What follows belongs to an exercise in optimizing a design on an open flow for small area; a production flow would make more cautious choices.
Only simulation tests tie the RTL to the original design; equivalence was not proved.
No activity file was given, so power comes from the tool's default toggle rates.

--- flow/flow/run.sh ---
#!/bin/bash
# Layout flow: the standard ORFS flow (standard.sh) with
#  - synthesis unchanged except for the ABC script that maps the
#    combinational logic (area-oriented: deepsyn + area mapping), run with
#    four deepsyn seeds, keeping the smallest netlist; the registers are
#    mapped by the standard synthesis before ABC runs, so every run has the
#    same registers,
#  - port buffers of the smallest buffer cell,
#  - global placement that keeps none of its trial buffers,
set -e
HERE=$(pwd)
FLOWDIR=$(cd "$(dirname "$0")" && pwd)
ORFS_WORK="$HERE/orfs"

# the make command standard.sh runs, to be run with another WORK_HOME
MAKELINE=$(grep '^make ' standard.sh | sed 's/ "\${@:-finish}"$//')

for S in 1 2 3 4; do
    T="$HERE/synth_try$S"
    rm -rf "$T"; mkdir -p "$T"
    cp -r "$FLOW_HOME/scripts" "$T/scripts"
    sed "s/&deepsyn -T 60/\&deepsyn -T 150 -S $S/" "$FLOWDIR/abc_area_deep.script" > "$T/scripts/abc_speed.script"
    ( cd "$HERE" && eval "SCRIPTS_DIR=$T/scripts ${MAKELINE//WORK_HOME=$ORFS_WORK/WORK_HOME=$T/orfs} synth" \
        > "$HERE/synth_S$S.log" 2>&1 ) &
done
wait

BEST=""; BESTA=""
for S in 1 2 3 4; do
    R="$HERE/synth_try$S/orfs/reports/sky130hd/sbfc/base/synth_stat.txt"
    [ -f "$HERE/synth_try$S/orfs/results/sky130hd/sbfc/base/1_synth.odb" ] || continue
    A=$(grep -m1 "Chip area for module" "$R" | awk '{print $NF}')
    echo "seed $S: $A" >> "$HERE/synth_pick.log"
    if [ -z "$BEST" ] || awk -v a="$A" -v b="$BESTA" 'BEGIN{exit !(a<b)}'; then BEST=$S; BESTA=$A; fi
done
echo "picked seed $BEST ($BESTA)" >> "$HERE/synth_pick.log"
[ -n "$BEST" ]
rm -rf "$ORFS_WORK"
cp -a "$HERE/synth_try$BEST/orfs" "$ORFS_WORK"
for S in 1 2 3 4; do rm -rf "$HERE/synth_try$S/scripts"; done

# the rest of the standard flow
export GPL_KEEP_OVERFLOW=0
export BUFFER_PORTS_ARGS="-buffer_cell sky130_fd_sc_hd__buf_1"
export CTS_ARGS="-sink_clustering_enable -repair_clock_nets -dont_use_dummy_load -buf_list sky130_fd_sc_hd__clkbuf_8 -sink_clustering_size 17 -sink_clustering_max_diameter 70"
bash standard.sh > "$HERE/layout.log" 2>&1
--- flow/flow/abc_area_deep.script ---
strash
&get -n
&deepsyn -T 60
&dch -f
&nf -a -p -A 4 -F 8 -C 32 -R 1000 -E 10
&put
topo
--- flow/standard.sh ---
#!/bin/bash
# synth_recipe.tcl (not shown) runs the flow's synth.tcl, then flattens the netlist and writes it again
# the make line also repeats each setting of config.mk as NAME=value (left out here)
make -C /OpenROAD-flow-scripts/flow DESIGN_CONFIG=/design/flow/config.mk WORK_HOME=/design/flow/orfs CLKGATE_MAP_FILE= SYNTH_SCRIPT=/design/flow/synth_recipe.tcl "${@:-finish}"
--- flow/config.mk ---
export PLATFORM = sky130hd
export DESIGN_NAME = sbfc
export DESIGN_NICKNAME = sbfc
export VERILOG_FILES = /design/flow/design.v
export SDC_FILE = /design/flow/constraint.sdc
export NUM_CORES = 4
export LEC_CHECK = 0
export CAP_MARGIN = 10
export CORE_MARGIN = 2
export CORE_UTILIZATION = 65
export PLACE_DENSITY = 0.8
export SLEW_MARGIN = 10
--- flow/constraint.sdc ---
create_clock -name core_clock -period 10.0 [get_ports {clk}]
set_input_delay 2.0000 -clock core_clock [delete_from_list [all_inputs] [get_ports {clk}]]
set_output_delay 2.0000 -clock core_clock [all_outputs]
set_load 0.01 [all_outputs]
--- flow/design.v ---
module sbfc (
    input  wire        clk,
    input  wire        rst,           
    input  wire        host_wr,       
    input  wire        host_space,    
    input  wire [7:0]  host_addr,
    input  wire [15:0] host_wdata,
    output reg  [15:0] host_rdata,    
    output wire        busy,
    output wire        done,
    output wire        err,
    input  wire        link_open,
    output wire        tx_valid,
    output reg  [7:0]  tx_data,
    input  wire        tx_ready,
    output wire        tx_flush,
    input  wire        tx_flush_ack,
    input  wire        tx_err,
    output wire        rx_ready,
    input  wire        rx_valid,
    input  wire [7:0]  rx_data,
    input  wire        rx_err,
    input  wire        tick,
    output wire        pld_we,
    output wire [7:0]  pld_waddr,
    output wire [7:0]  pld_wdata
);
    localparam S_IDLE  = 3'd0;
    localparam S_GAP   = 3'd1;
    localparam S_TX    = 3'd3;
    localparam S_FLUSH = 3'd2;
    localparam S_RXH   = 3'd6;
    localparam S_RXP   = 3'd7;
    localparam E_CONN   = 4'd1;
    localparam E_IO     = 4'd2;
    localparam E_CSUM   = 4'd3;
    localparam E_PROTO  = 4'd4;
    localparam E_DEVICE = 4'd5;
    localparam E_INVAL  = 4'd6;
    localparam E_LENGTH = 4'd7;
    localparam E_EMPTY  = 4'd8;
    integer i;
    reg [2:0]  seq;
    reg [7:0]  idx;              
    reg [7:0]  acc;              
    reg [7:0]  opl;              
    reg        st_ovr, st_seen_r;
    reg [3:0]  errcode;
    reg [15:0] gap;
    reg [7:0]  d_rtype, d_cat, d_func, d_plen;
    reg [7:0]  d_param [0:7];
    reg        l_query;          
    reg [2:0]  l_pm1;            
    reg [7:0]  l_cat;            
    reg [7:0]  l_func;           
    reg [7:0]  l_param [0:7];
    wire       hdr_bad = l_pm1[0];   
    wire       pld0_nz = l_pm1[1];   
    wire       phase   = l_query;    
    wire idle   = (seq == S_IDLE);
    wire in_gap = (seq == S_GAP);
    wire in_tx  = (seq == S_TX);
    wire in_fl  = (seq == S_FLUSH);
    wire in_rxh = (seq == S_RXH);
    wire in_rxp = (seq == S_RXP);
    wire       sendd = opl[3];
    wire [2:0] o     = opl[2:0];
    wire       tgl   = (o == 3'd7);
    wire       pwrq  = (o == 3'd3);
    wire [2:0] e     = tgl ? (phase ? {1'b0, pld0_nz, ~pld0_nz} : 3'd3) : o;
    wire       query = sendd ? l_query : (e == 3'd3);
    wire       rom3  = (e == 3'd4) || (e == 3'd5);
    wire       is_ck = sendd ? ((idx[3] | idx[2]) && ({idx[3], idx[1:0]} == l_pm1)) :
                               (idx[3:0] == (rom3 ? 4'd6 : 4'd5));
    assign busy     = !idle;
    assign done     = st_done;
    wire   has_cmd  = (|opl) || err;
    wire   st_done  = idle && has_cmd;
    assign err      = |errcode;
    assign tx_valid = in_tx;
    assign tx_flush = in_fl;
    assign rx_ready = in_rxh || in_rxp;
    wire st_seen = st_seen_r || in_tx;
    wire [10:1] sl;
    genvar gk;
    generate
        for (gk = 1; gk <= 10; gk = gk + 1) begin : g_sl
            assign sl[gk] = (idx[3:0] == gk);
        end
    endgenerate
    wire [7:0] slot = ({8{sl[1]}}  & l_cat)      | ({8{sl[2]}}  & l_func)     |
                      ({8{sl[3]}}  & l_param[0]) | ({8{sl[4]}}  & l_param[1]) |
                      ({8{sl[5]}}  & l_param[2]) | ({8{sl[6]}}  & l_param[3]) |
                      ({8{sl[7]}}  & l_param[4]) | ({8{sl[8]}}  & l_param[5]) |
                      ({8{sl[9]}}  & l_param[6]) | ({8{sl[10]}} & l_param[7]);
    reg [7:0] rom;
    always @(*) begin
        case (idx[2:0])
            3'd2:    rom = rom3 ? 8'h05 : (e == 3'd6) ? 8'h06 : 8'h00;
            3'd3:    rom = (e == 3'd3) ? 8'hFF : rom3 ? 8'h03 : 8'h02;
            3'd4:    rom = (e == 3'd1) ? 8'h01 : (e == 3'd3) ? 8'hFF : 8'h00;
            3'd5:    rom = (e == 3'd5) ? 8'h01 : 8'h00;
            default: rom = 8'h00;
        endcase
    end
    wire       i0    = (idx[3:0] == 4'd0);
    wire       sel_c = in_tx && is_ck;
    wire       sel_f = in_tx && !is_ck;
    wire       sel_r = sel_f && i0;
    wire       sel_s = sel_f && !i0 && sendd;
    wire       sel_m = sel_f && !i0 && !sendd;
    wire [7:0] addend = ({8{sel_r}} & (query ? 8'h83 : 8'h8C)) |
                        ({8{sel_s}} & slot) | ({8{sel_m}} & rom) |
                        ({8{sel_c}} & acc) |
                        ({8{rx_ready}} & rx_data) |
                        {7'd0, in_gap && (&idx)};
    always @(*) tx_data = addend;
    wire [7:0] idx_inc = idx + 8'd1;
    wire       p_last  = (idx_inc == l_func);
    assign pld_we    = rx_valid && !rx_err && in_rxp && !p_last;
    assign pld_waddr = idx;
    assign pld_wdata = rx_data;
    wire ok_done = st_done && !err;                  
    wire pwrv    = ok_done && pwrq;
    wire plen_on = ok_done && (pwrq || (sendd && l_query));
    wire dev_err = (errcode == E_DEVICE);
    wire       rs_reg = !host_space && !host_addr[3];
    wire       rs_d   = !host_space && host_addr[3];
    wire [7:0] rs_lo;
    wire [7:0] rs_par;
    wire [3:0] rs_dsc;
    generate
        for (gk = 0; gk < 8; gk = gk + 1) begin : g_rs
            assign rs_lo[gk]  = rs_reg && (host_addr[2:0] == gk);
            assign rs_par[gk] = host_space && (host_addr[2:0] == gk);
        end
        for (gk = 0; gk < 4; gk = gk + 1) begin : g_rd
            assign rs_dsc[gk] = rs_d && (host_addr[1:0] == gk);
        end
    endgenerate
    wire       rs_gap = rs_reg && host_addr[2] && host_addr[1];
    reg  [7:0] rd_par;
    always @(*) begin
        rd_par = 8'h00;
        for (i = 0; i < 8; i = i + 1)
            rd_par = rd_par | ({8{rs_par[i]}} & d_param[i]);
    end
    always @(*) begin
        host_rdata[15:8] = {8{rs_gap}} & gap[15:8];
        host_rdata[7:0]  = rd_par |
                           ({8{rs_dsc[0]}} & d_rtype) | ({8{rs_dsc[1]}} & d_cat) |
                           ({8{rs_dsc[2]}} & d_func)  | ({8{rs_dsc[3]}} & d_plen) |
                           ({8{rs_lo[0]}} & opl) |
                           ({8{rs_lo[1]}} & {3'd0, st_seen, st_ovr, err, st_done, busy}) |
                           ({8{rs_lo[2]}} & {4'd0, errcode}) |
                           ({8{rs_lo[3] && dev_err}} & l_cat) |
                           ({8{rs_lo[4]}} & {6'd0, pwrv, pwrv & pld0_nz}) |
                           ({8{rs_lo[5] && plen_on}} & idx) |
                           ({8{rs_gap}} & gap[7:0]);
    end
    wire [15:0] wd     = host_wdata & {16{!rst}};
    wire        wr_hi0 = host_wr && (host_addr[7:4] == 4'd0);
    wire        wr_reg = wr_hi0 && !host_space;
    wire        wr_par = wr_hi0 && host_space && !host_addr[3];
    wire        cmd_wr = wr_reg && (host_addr[3:0] == 4'h0);
    wire        accept = cmd_wr && idle;
    always @(posedge clk) begin
        if (rst || accept) opl <= wd[7:0];
        if (rst || (wr_reg && host_addr[3:0] == 4'h6))
            gap <= {wd[15:2], host_wdata[1] | rst, wd[0]};
        if (rst || (wr_reg && host_addr[3:0] == 4'h8)) d_rtype <= wd[7:0];
        if (rst || (wr_reg && host_addr[3:0] == 4'h9)) d_cat   <= wd[7:0];
        if (rst || (wr_reg && host_addr[3:0] == 4'hA)) d_func  <= wd[7:0];
        if (rst || (wr_reg && host_addr[3:0] == 4'hB)) d_plen  <= wd[7:0];
        for (i = 0; i < 8; i = i + 1)
            if (rst || (wr_par && host_addr[2:0] == i)) d_param[i] <= wd[7:0];
    end
    wire [7:0] cmd_op   = host_wdata[7:0];
    wire       op_valid = (cmd_op >= 8'h01) && (cmd_op <= 8'h08);
    wire       sendd_ok = ((d_rtype == 8'h8C) || (d_rtype == 8'h83)) &&
                          (d_plen >= 8'd1) && (d_plen <= 8'd8);
    wire       cmd_ok   = link_open && op_valid && (!cmd_op[3] || sendd_ok);
    wire       want_gap = st_seen_r && (|gap);
    wire       gap_end  = (&acc) && (&idx[7:1]) && !idx[0];
    wire       rx_ev    = rx_valid && !rx_err;
    wire       rxh_done = in_rxh && idx[1] && !query;
    wire       rx_last  = rxh_done || (in_rxp && p_last);
    wire [3:0] check_code = (rx_data != acc) ? E_CSUM   :
                            hdr_bad          ? E_PROTO  :
                            (l_cat != 8'h00) ? E_DEVICE : 4'd0;
    wire       need_pld = pwrq || (tgl && !phase);
    wire       empty    = (idx == 8'd0);     
    wire [3:0] end_code = (check_code != 4'd0) ? check_code :
                          (need_pld && empty)  ? E_EMPTY : 4'd0;
    wire       tgl_next = in_rxp && tgl && !phase && (end_code == 4'd0);
    wire       ld_start = idle || (in_rxp && p_last);
    wire [15:0] start_val = want_gap ? ~gap : 16'd0;
    wire [7:0] acc_add = acc + addend;
    wire       acc_en  = idle || in_fl || (in_gap && tick) || (in_tx && tx_ready) ||
                         (rx_ready && rx_valid);
    wire [7:0] acc_d   = ld_start ? start_val[15:8] :
                         (in_fl || in_gap && gap_end) ? 8'h00 : acc_add;
    wire       idx_en  = (idle && cmd_wr) || in_fl || (in_gap && tick) ||
                         (in_tx && tx_ready) || (in_rxh && rx_valid) ||
                         (in_rxp && rx_valid && (!p_last || (tgl && !phase)));
    wire [7:0] idx_d   = ld_start ? start_val[7:0] :
                         (in_fl || in_gap && gap_end || in_rxh && idx[1]) ? 8'h00 : idx_inc;
    always @(posedge clk) begin
        if (acc_en) acc <= acc_d;
        if (idx_en) idx <= idx_d;
    end
    always @(posedge clk) begin
        if (idle) begin
            l_func <= d_func;
            for (i = 0; i < 8; i = i + 1)
                l_param[i] <= d_param[i];
        end else if (in_rxh && idx[1]) begin
            l_func <= rx_data;
        end
        if (idle && cmd_wr)
            l_cat <= d_cat;
        else if (in_rxh && idx[0])
            l_cat <= rx_data;
        if (idle && cmd_wr) begin
            l_query <= cmd_op[3] && d_rtype[0];
            l_pm1   <= d_plen[2:0] - 3'd1;
        end else begin
            if (in_rxp && rx_valid && p_last && tgl)
                l_query <= 1'b1;
            if (in_rxh && idx[1:0] == 2'd0)
                l_pm1[0] <= (rx_data != 8'h70);
            if (in_rxp && idx == 8'd0)
                l_pm1[1] <= (rx_data != 8'h00);
        end
    end
    reg [2:0] seq_d;
    reg [3:0] code_d;
    reg       to_idle;
    always @(*) begin
        seq_d   = seq;
        code_d  = 4'd0;
        to_idle = 1'b0;
        case (seq)
            S_IDLE: begin
                if (cmd_wr) begin
                    code_d = !link_open ? E_CONN : E_INVAL;
                    if (cmd_ok)
                        seq_d = want_gap ? S_GAP : S_TX;
                    else
                        to_idle = 1'b1;
                end
            end
            S_GAP: begin
                if (tick && gap_end)
                    seq_d = S_TX;
            end
            S_TX: begin
                code_d = E_IO;
                if (tx_err)
                    to_idle = 1'b1;
                else if (tx_ready && is_ck)
                    seq_d = S_FLUSH;
            end
            S_FLUSH: begin
                code_d = E_IO;
                if (tx_err)
                    to_idle = 1'b1;
                else if (tx_flush_ack)
                    seq_d = S_RXH;
            end
            default: begin       
                if (rx_err) begin
                    code_d  = E_IO;
                    to_idle = 1'b1;
                end else if (rx_valid) begin
                    if (rx_last) begin
                        code_d = end_code;
                        if (tgl_next)
                            seq_d = want_gap ? S_GAP : S_TX;
                        else
                            to_idle = 1'b1;
                    end else if (in_rxh && idx[1] && rx_data == 8'h00) begin
                        code_d  = E_LENGTH;
                        to_idle = 1'b1;
                    end else if (in_rxh && idx[1]) begin
                        seq_d = S_RXP;
                    end
                end
            end
        endcase
        if (to_idle)
            seq_d = S_IDLE;
    end
    always @(posedge clk) begin
        if (rst) begin
            seq       <= S_IDLE;
            st_ovr    <= 1'b0;
            st_seen_r <= 1'b0;
            errcode   <= 4'd0;
        end else begin
            seq <= seq_d;
            if (!idle || cmd_wr)
                errcode <= to_idle ? code_d : 4'd0;
            if (in_tx)
                st_seen_r <= 1'b1;
            if (cmd_wr && !idle)
                st_ovr <= 1'b1;
            else if (wr_reg && host_addr[3:0] == 4'h1 && host_wdata[3])
                st_ovr <= 1'b0;
        end
    end
endmodule
==> impl.org, run 1 <==
** Outcome
- Status :: complete, no violations

** STA
- Slew Limit Headroom :: 12.59%
- Unrepaired setup endpoints after global routing :: false
- Highest attainable clock frequency :: around 0.16 GHz
- Clk_skew :: ~0.03 ns
- Final WS setup :: 3.722 ns
- Sum of negative setup slack :: 0 ns
- Worst slack on hold paths :: 0.4663 ns
- Crit path time final :: 6.278 ns
- Actual slew at the worst max-slew pin :: 1.308 ns
- The final critical path takes up 62.78% of the cycle.
- Setup violations remaining at the end of the flow were counted as 0.
- Number of slew-limit violations in the final report :: 0
- Count of final hold-check violations :: 0

** Setup path
- The worst setup path is launched from an input pin.
- Most frequent cell on the critical path :: buf_1
- Standard cell with the maximum stage delay on the critical path :: nor3_1
- Worst EP arrival :: 4.28 ns
- Slowest stage delay, CP :: 0.81 ns
- Walking the worst path, the cells encountered are buf_1 > or3_1 > nor3_1 > a222oi_1 > nand2_1 > nor2_1 > nand3_1 > a221o_1 > buf_1.
- STA puts the critical path data required time at 8.00 ns.
- Crit path max fanout :: 9
- The worst setup path is captured at an output pin.
- Category of the most critical setup path :: in -> out

** Pwr
- Summed over all cells, the static leakage comes to 3.742 nW.
- Total power consumption of the routed design :: 2.237 mW
- Power density normalized to cell area :: 200.6 nW/um2
- Largest vdd supply drop :: roughly 0.17 mV

** Synth
- The average instance in the mapped netlist occupies ~13 um2.
- Counting flops with an async set or reset pin after synthesis yields a share of 0%.
- Synthesis produced a netlist with a net count of 858.
- The commonest cells after synthesis are edfxtp_1, nand2_1, nor2_1.
- The synthesized design contains 220 enable-type register cells.
- Sequential cells were found to cover 65.83% of the synthesized design area.
- Mux cell area share after synthesis :: 0.1942%
- Largest area contributor in the synthesized netlist :: edfxtp_1
- Area share of xor/xnor cells in the synthesized design :: under 10%
- Largest cells by area after synthesis :: edfxtp_1, a222oi_1, nand2_1
- Summing the areas of all and, or, nand and nor instances in the mapped netlist gives 14.58% of the synthesized area.
- After Yosys synthesis, full adders, half adders and majority gates account for under 10% of the synthesized area.
- During synthesis, Yosys emitted a total of 3 warnings.
- Number of library cell types mapped by synthesis :: 53
- Among all cell types in the netlist, the one instantiated most often is edfxtp_1.
- Proportion of netlist area held by the largest area contributor :: 64.08%
- In this run, synthesis produced a sequential element count of ~230.
- Synthesis handed over a netlist of 799 instances.
- Dominant combinational cell family by area after synthesis :: simple AND/OR/NAND/NOR gates
- Among all flip-flop cells after synthesis, the most frequent one is edfxtp_1.
- The mapped netlist covers 10310 um2.
- Complex-gate fraction of the synthesized area :: 14.26%

** CTS
- After clock tree synthesis, the setup repair step added 0 buffers.
- Buffers inserted to repair hold after CTS numbered 0.
- Clock tree from TritonCTS :: built
- For the worst-skew pair, the clock arrives at the later sink with an insertion delay of 0.53 ns.
- Number of H-tree branching levels :: 1
- The clock passes through at most 3 buffers.
- Clock-pin slew was measured on the worst setup and hold paths at 0.10 ns.
- CTS saw around 230 sinks.
- Buffer type at the clock tree root :: clkbuf_8
- Clock tree synthesis inserted a total of 17 buffers.
- In this run, post-CTS repair resized a total of 0 instances.

** Place
- Count of buffers from port buffering :: 89
- Detailed placer's ending HPWL :: 26520 um
- Before CTS, the worst setup slack after placement is 3.859 ns.
- Final weighted congestion in routability-driven placement :: 1.089

** Floorplanning
- The core region is around 16000 um2.
- From bottom edge to top edge, the die measures 129.9 um.
- The floorplan has 46 rows.
- Once the floorplan was initialized, standard cells occupied roughly two thirds of the core.
- Total die area :: roughly 17000 um2
- Pin placement for this block handled 90 I/O pins.
- Die boundary width :: 129.9 um

** Min path
- Hold Path Class :: reg -> reg

** Global route
- Grt total ovfl :: 0
- Global routing consumed, over all layers together, 42.90% of the routing resources.
- Entering global routing, the biggest net connects 43 pins.
- The first global-routing pass estimated 50800 um of wire.
- The number of antenna violations at the first check in global routing is 1.
- The number of global-route vias before repair was approximately 7.7k.

** Job
- Maxcap violations :: 0

** Detailed routing
- Dividing the detail-routed via count by the number of cells gives 7.575.
- DRC violations left :: 0
- Once detail routing completed, the nets flagged for antenna violations numbered 0.
- Mean routed wirelength per cell :: 32.37 um
- Routed via count :: 8438
- Detailed Route WL :: 36060 um
- For this block, the initial DRC count from the detailed router was between 1.5k and 2k.
- For this run, the detailed router's first-pass iteration total came to 9.

** Finish
- Fillers :: 1083
- Fraction of the core area covered by cells at the end of the flow :: between 70% and 80%
- 0 antenna diodes ended up in the layout.
- Relative area change from synthesis to final layout :: 8.191%
- At the end of the flow, the number of nets in the layout was about 960.
- The sequential cells in the finished layout cover a total of 6787 um2.
- Total area of multi-input combinational cells :: 3403 um2
- Share of cells above drive strength 1 :: under 10%
==> registers in the layout (all words and copies together), names as in the netlist, 4 cells and up <==
name / flops
d_plen: 8
errcode: 4
acc: 8
opl: 8
gap: 16
d_func: 8
d_param: 64
d_cat: 8
idx: 8
l_func: 8
l_param: 64
d_rtype: 8
l_cat: 8
==> placed cells by master (no fill, tap or decap), types with 17 or more instances in the layout <==
cell / count
a222oi_1: 36
o22ai_1: 18
nor2_1: 67
a21oi_1: 33
nand2_1: 93
a22oi_1: 24
buf_1: 89
edfxtp_1: 220
nand4_1: 18
and3_1: 18
nand3_1: 21
clkbuf_8: 17
clkinv_1: 27
nor2b_1: 21
==> cell families after synthesis <==
| kind of cell | after synthesis |
|---|---|
| and+or+nand+nor | 307 |
| DFF | 229 |
| AOI/OAI and AO/OA | 191 |
| buffers and inverters | 36 |
| xor gates and xnor gates | 18 |
| adders and majority gates | 16 |
| muxes | 2 |
==> report_power, final <==
part | switching (mW) | internal (mW)
combinational | 0.278 | 0.123
sequential | 0.147 | 1.26
clock | 0.274 | 0.154
total | 0.699 | 1.54
==> stage by stage <==
| step | area [um2] | cells |
|---|---|---|
| detailed placement | 10920 | 1097 |
| CTS | 11150 | 1114 |
| finish | 11150 | 1114 |
| floorplan | 10310 | 799 |
| global route | 11150 | 1114 |
| global placement | 10850 | 1096 |
==> path summary, 6_finish.rpt <==
check	from	end	slack, ns	depth (start not counted)
worst min register to register	d_param[0][0]	l_param[0][0]	0.47	0
worst max-delay path	host_space	host_rdata[2]	3.72	9
worst min-delay path	d_param[0][0]	l_param[0][0]	0.47	0
worst max register to register	idx[0]	acc[7]	4.74	22
==> layer usage <==
layer / track usage [%] / wire (um)
met5: 0 / 0
met1: 55.84 / 12010
met2: 65.81 / 15670
met3: 11.85 / 5498
met4: 24.23 / 2882
==> area by class of cell <==
type                       count  area share [%]
multi-input combinational    534           30.51
clock buffer                  17           2.098
sequential                   229           60.84
tap                          216           2.423
inverter                      28          0.9535
timing repair buffer          90           3.174
==> worst max-delay path: cells and delay by family <==
kind | cells | cell delay (ns)
buf+inv | 2 | 0.29
compound gates | 2 | 0.45
simple gates | 5 | 1.53
==> run 2, diff against run 1 <==
--- a/flow/flow/run.sh
+++ b/flow/flow/run.sh
@@ -44,3 +44,3 @@
 export BUFFER_PORTS_ARGS="-buffer_cell sky130_fd_sc_hd__buf_1"
-export CTS_ARGS="-sink_clustering_enable -repair_clock_nets -dont_use_dummy_load -buf_list sky130_fd_sc_hd__clkbuf_8 -sink_clustering_size 17 -sink_clustering_max_diameter 70"
+export CTS_ARGS="-sink_clustering_enable -repair_clock_nets -dont_use_dummy_load -buf_list sky130_fd_sc_hd__clkbuf_8 -sink_clustering_size 16 -sink_clustering_max_diameter 60"
 bash standard.sh > "$HERE/layout.log" 2>&1
--- a/flow/config.mk
+++ b/flow/config.mk
@@ -9,4 +9,4 @@
 export CORE_MARGIN = 2
-export CORE_UTILIZATION = 65
-export PLACE_DENSITY = 0.8
+export CORE_UTILIZATION = 60
+export PLACE_DENSITY = 0.75
 export SLEW_MARGIN = 10
==> run 2 against run 1 <==
Still clean on timing, DRC and antenna. Global-route usage shrank 2.9 points. Critical path depth decreased by 1. Sequential share of layout area down 0.31 points. Fmax about the same. Power increased by 1.3%. Register-to-register slack worse by 0.37 ns. Sequential cell count is the same. Final area rose by 0.52%. Cell count up 0.81%. Sequential power hardly changed. Critical path type unchanged. Critical endpoint is now host_rdata[4].
==> impl.org, run 2 <==
** STA
- Highest attainable clock frequency :: 0.1594 GHz (was 0.1593 GHz)
- Unrepaired setup endpoints after global routing :: false (unchanged)
- Worst slack on hold paths :: 0.4682 ns (was 0.4663 ns)
- Count of final hold-check violations :: 0 (unchanged)
- The setup skew after layout was 0.06970 ns (was 0.03084 ns).
- Final critical-path share of the clock period :: 62.72% (was 62.78%)
- Number of slew-limit violations in the final report :: 0 (unchanged)
- Actual slew at the worst max-slew pin :: 1.297 ns (was 1.308 ns)
- The post-layout worst setup margin was 3.728 ns (was 3.722 ns).
- The final setup TNS is 0 ns (unchanged).
- Number of endpoints failing setup at the final stage :: 0 (unchanged)
- Crit path time final :: 6.272 ns (was 6.278 ns)
- Slew Limit Headroom :: 13.36% (was 12.59%)

** Floorplanning
- The area of the core is 16700 um2 (was 15710 um2).
- Die boundary width :: 135.1 um (was 129.9 um)
- Initial cell density of the core :: 61.73% (was 65.62%)
- DIE HEIGHT :: 135.1 um (was 129.9 um)
- Row count :: 47 (was 46)
- Count of boundary I/O pins :: 90 (unchanged)
- Total die area :: 18250 um2 (was 16880 um2)

** Finish
- Diode count :: 0 (unchanged)
- FF+latch area :: 6787 um2 (unchanged)
- Commonest cells after routing, fill and taps aside :: edfxtp_1, nand2_1, buf_1 (unchanged)
- The count of nets after finishing was 964 (was 959).
- Post-route cell area :: 11210 um2 (was 11150 um2)
- Number of cells in the finished layout apart from fillers :: 1123 (was 1114)
- Most common cell after layout, fill and taps aside :: edfxtp_1 (unchanged)
- The area added between synthesis and finish was 8.750% (was 8.191%).
- Largest registers ranked by flip-flop count: d_param (64), l_param (64), gap (16) (unchanged).
- The final core area utilization came to 67.13% (was 70.99%).
- Fillers :: 1236 (was 1083)
- Total area of multi-input combinational cells :: 3398 um2 (was 3403 um2)
- Share of cells above drive strength 1 :: 3.433% (was 3.118%)

** Detailed routing
- The routed length on met2 was 16440 um (was 15670 um).
- The top routing layer in use is met4 (unchanged).
- Wire length the detailed router placed on met1 :: 12590 um (was 12010 um)
- Vias per cell :: 7.438 (was 7.575)
- The detail-routed net length per standard cell came to 32.58 um (was 32.37 um).
- The initial detailed-routing violation count came to 1878 (was 1897).
- DRC violations left :: 0 (unchanged)
- The first-pass iteration count of the detailed router came to 10 (was 9).
- The total wire length after detailed routing came to 36580 um (was 36060 um).
- Antenna Violating Nets Remaining :: 0 (unchanged)
- The detailed route wirelength on metal3 was 5555 um (was 5498 um).
- Routed via count :: 8353 (was 8438)

** Synth
- Share of flip-flops with an asynchronous set or reset :: 0% (unchanged)
- The flip-flop and latch count after synthesis was 229 (unchanged).
- Most used standard cells in the synthesized netlist: edfxtp_1, nand2_1, nor2_1 (unchanged).
- The warning count from the yosys run was 3 (unchanged).
- Avg Inst Size Synth :: 12.90 um2 (unchanged)
- Cell with the most instances after synthesis :: edfxtp_1 (unchanged)
- The area share of the leading cell type in the synthesized netlist was 64.08% (unchanged).
- The top flip-flop cell by instance count after synthesis is edfxtp_1 (unchanged).
- Nets in the synthesized netlist :: 858 (unchanged)
- Sequential fraction of the synthesis area :: 65.83% (unchanged)
- The summed instance area of the synthesized netlist came to 10310 um2 (unchanged).
- Largest cells by area after synthesis :: edfxtp_1, a222oi_1, nand2_1 (unchanged)
- Number of library cell types mapped by synthesis :: 53 (unchanged)
- Largest area contributor in the synthesized netlist :: edfxtp_1 (unchanged)
- The post-synthesis instance total came to 799 (unchanged).
- The number of enable-type register cells in the synthesized netlist is 220 (unchanged).

** Place
- The instance area after placement is 10940 um2 (was 10920 um2).
- DP Worst Slack :: 3.769 ns (was 3.859 ns)
- The final weighted congestion of routability-driven global placement is 1.108 (was 1.089).
- The port buffer count was 89 (unchanged).
- Detailed placer's ending HPWL :: 27660 um (was 26520 um)
- The cell count after placement was 1103 (was 1097).

** Setup path
- Required time reported for the critical path endpoint :: 8.00 ns (about the same)
- Category of the most critical setup path :: in -> out (unchanged)
- Crit path max fanout :: 8 (was 9)
- The type of element launching the critical path is an input pin (unchanged).
- The flop-to-flop setup slack came to 4.37 ns (was 4.74 ns).
- Endpoint type of the worst setup path :: output pin (unchanged)
- Worst EP arrival :: 4.27 ns (was 4.28 ns)

** Job
- The number of max-cap violations was 0 (unchanged).

** CTS
- The master cell of the clock root buffer is clkbuf_8 (unchanged).
- The clock-pin slew reported for the worst setup and hold paths after clock tree synthesis came to 0.09 ns (was 0.10 ns).
- CTS buffer count :: 19 (was 17)
- Number of H-tree branching levels :: 1 (unchanged)
- The post-cts hold buffer count came to 0 (unchanged).
- The largest buffer count on any clock path is 3 (unchanged).
- The post-CTS setup buffer count came to 0 (unchanged).
- The TritonCTS clock tree was built (unchanged).
- The number of cells upsized or downsized after cts was 0 (unchanged).
- The number of clock sinks was 229 (unchanged).
- Clock latency at the later pin of the worst-skew pair :: 0.54 ns (was 0.53 ns)

** Global route
- The global routing usage summed across all routing layers is 40.01% (was 42.90%).
- The wire length of the first global-routing pass was 51830 um (was 50800 um).
- The pin count of the biggest net entering global routing came to 53 (was 43).
- The total overflow reported by the global router came to 0 (unchanged).
- Via count of the first global-routing pass :: 7778 (was 7666)
- Initial antenna violation count :: 0 (was 1)

** Min path
- Hold Path Class :: reg -> reg (unchanged)

** Pwr
- Power density normalized to cell area :: 202.1 nW/um2 (was 200.6 nW/um2)
- Total power consumption of the routed design :: 2.266 mW (was 2.237 mW)
- Largest vdd supply drop :: 0.1381 mV (was 0.1725 mV)
- Leakage power figure :: 3.774 nW (was 3.742 nW)

** Outcome
- Status: complete, no violations (unchanged).
-- run 2: cell counts after synthesis --
Identical to the previous run, type by type.
-- run 2: logic make-up after synthesis --
group | after synthesis | share of synthesized area [%]
simple gates | 307 | 14.58
flops | 229 | 65.83
compound gates | 191 | 14.26
buf+inv | 36 | 1.602
xor+xnor | 18 | 1.529
fa+ha+maj | 16 | 2.015
mux | 2 | 0.1942
-- run 2: final timing paths --
kind                       from       endpoint  cells after the start
setup / recovery     host_space  host_rdata[4]                      8
hold / removal    d_param[1][3]  l_param[1][3]                      0
setup reg to reg         idx[1]         acc[7]                     17
hold reg to reg   d_param[1][3]  l_param[1][3]                      0
-- run 2: where the power goes --
group          internal, mW  switching (mW)
Combinational         0.126           0.277
Clock                 0.171           0.281
Sequential             1.26           0.149
Total                  1.56           0.707
-- run 2: critical path, cell delays in order --
cell	delay [ns]
buf_1	0.11
or3_1	0.45
nor3_1	0.88
nand2_1	0.15
and3_1	0.20
nand4_1	0.10
a221o_1	0.21
buf_1	0.17
-- run 2: routing by layer --
metal	vias up	GRT usage, %
met5	-	0
met4	0	16.20
met3	151	8.033
met2	806	62.41
met1	3982	55.88
li1	3414	-
-- run 2: layout make-up --
| type | instances | share of cell area [%] |
|---|---|---|
| multi-input combinational | 534 | 30.31 |
| inverter | 28 | 0.9486 |
| sequential | 229 | 60.53 |
| timing repair buffer | 93 | 3.426 |
| tap | 220 | 2.455 |
| clock buffer | 19 | 2.332 |

-- afterwards: timing with drivers on the ports --
The flow's constraints put no driver on any port. The routed layouts listed below were extracted and timed again, unchanged, in two steps. Step 1 assumes that a clkbuf_16 drives the clock port and a buf_2 every other input. Step 2 adds t to the input delays and takes it off the output delays; t is the mean of the earliest and latest rising clock arrival at the registers after step 1. Input paths then give back, and output paths get back, about the clock's delay inside the block. Slacks: no drivers / after step 1 / after step 2; pairs: no drivers / after step 1.
| run | t (ns) | setup slack, ns | clock arrival spread, ns | worst data-port slew with drivers (ns) |
|---|---|---|---|---|
| run 1 | 0.555 | 3.722 / 3.698 / 3.698 | 0.031 / 0.031 | 0.04 |
| run 2 | 0.548 | 3.728 / 3.704 / 3.704 | 0.070 / 0.070 | 0.04 |
After both steps setup and hold are still met in every run listed.
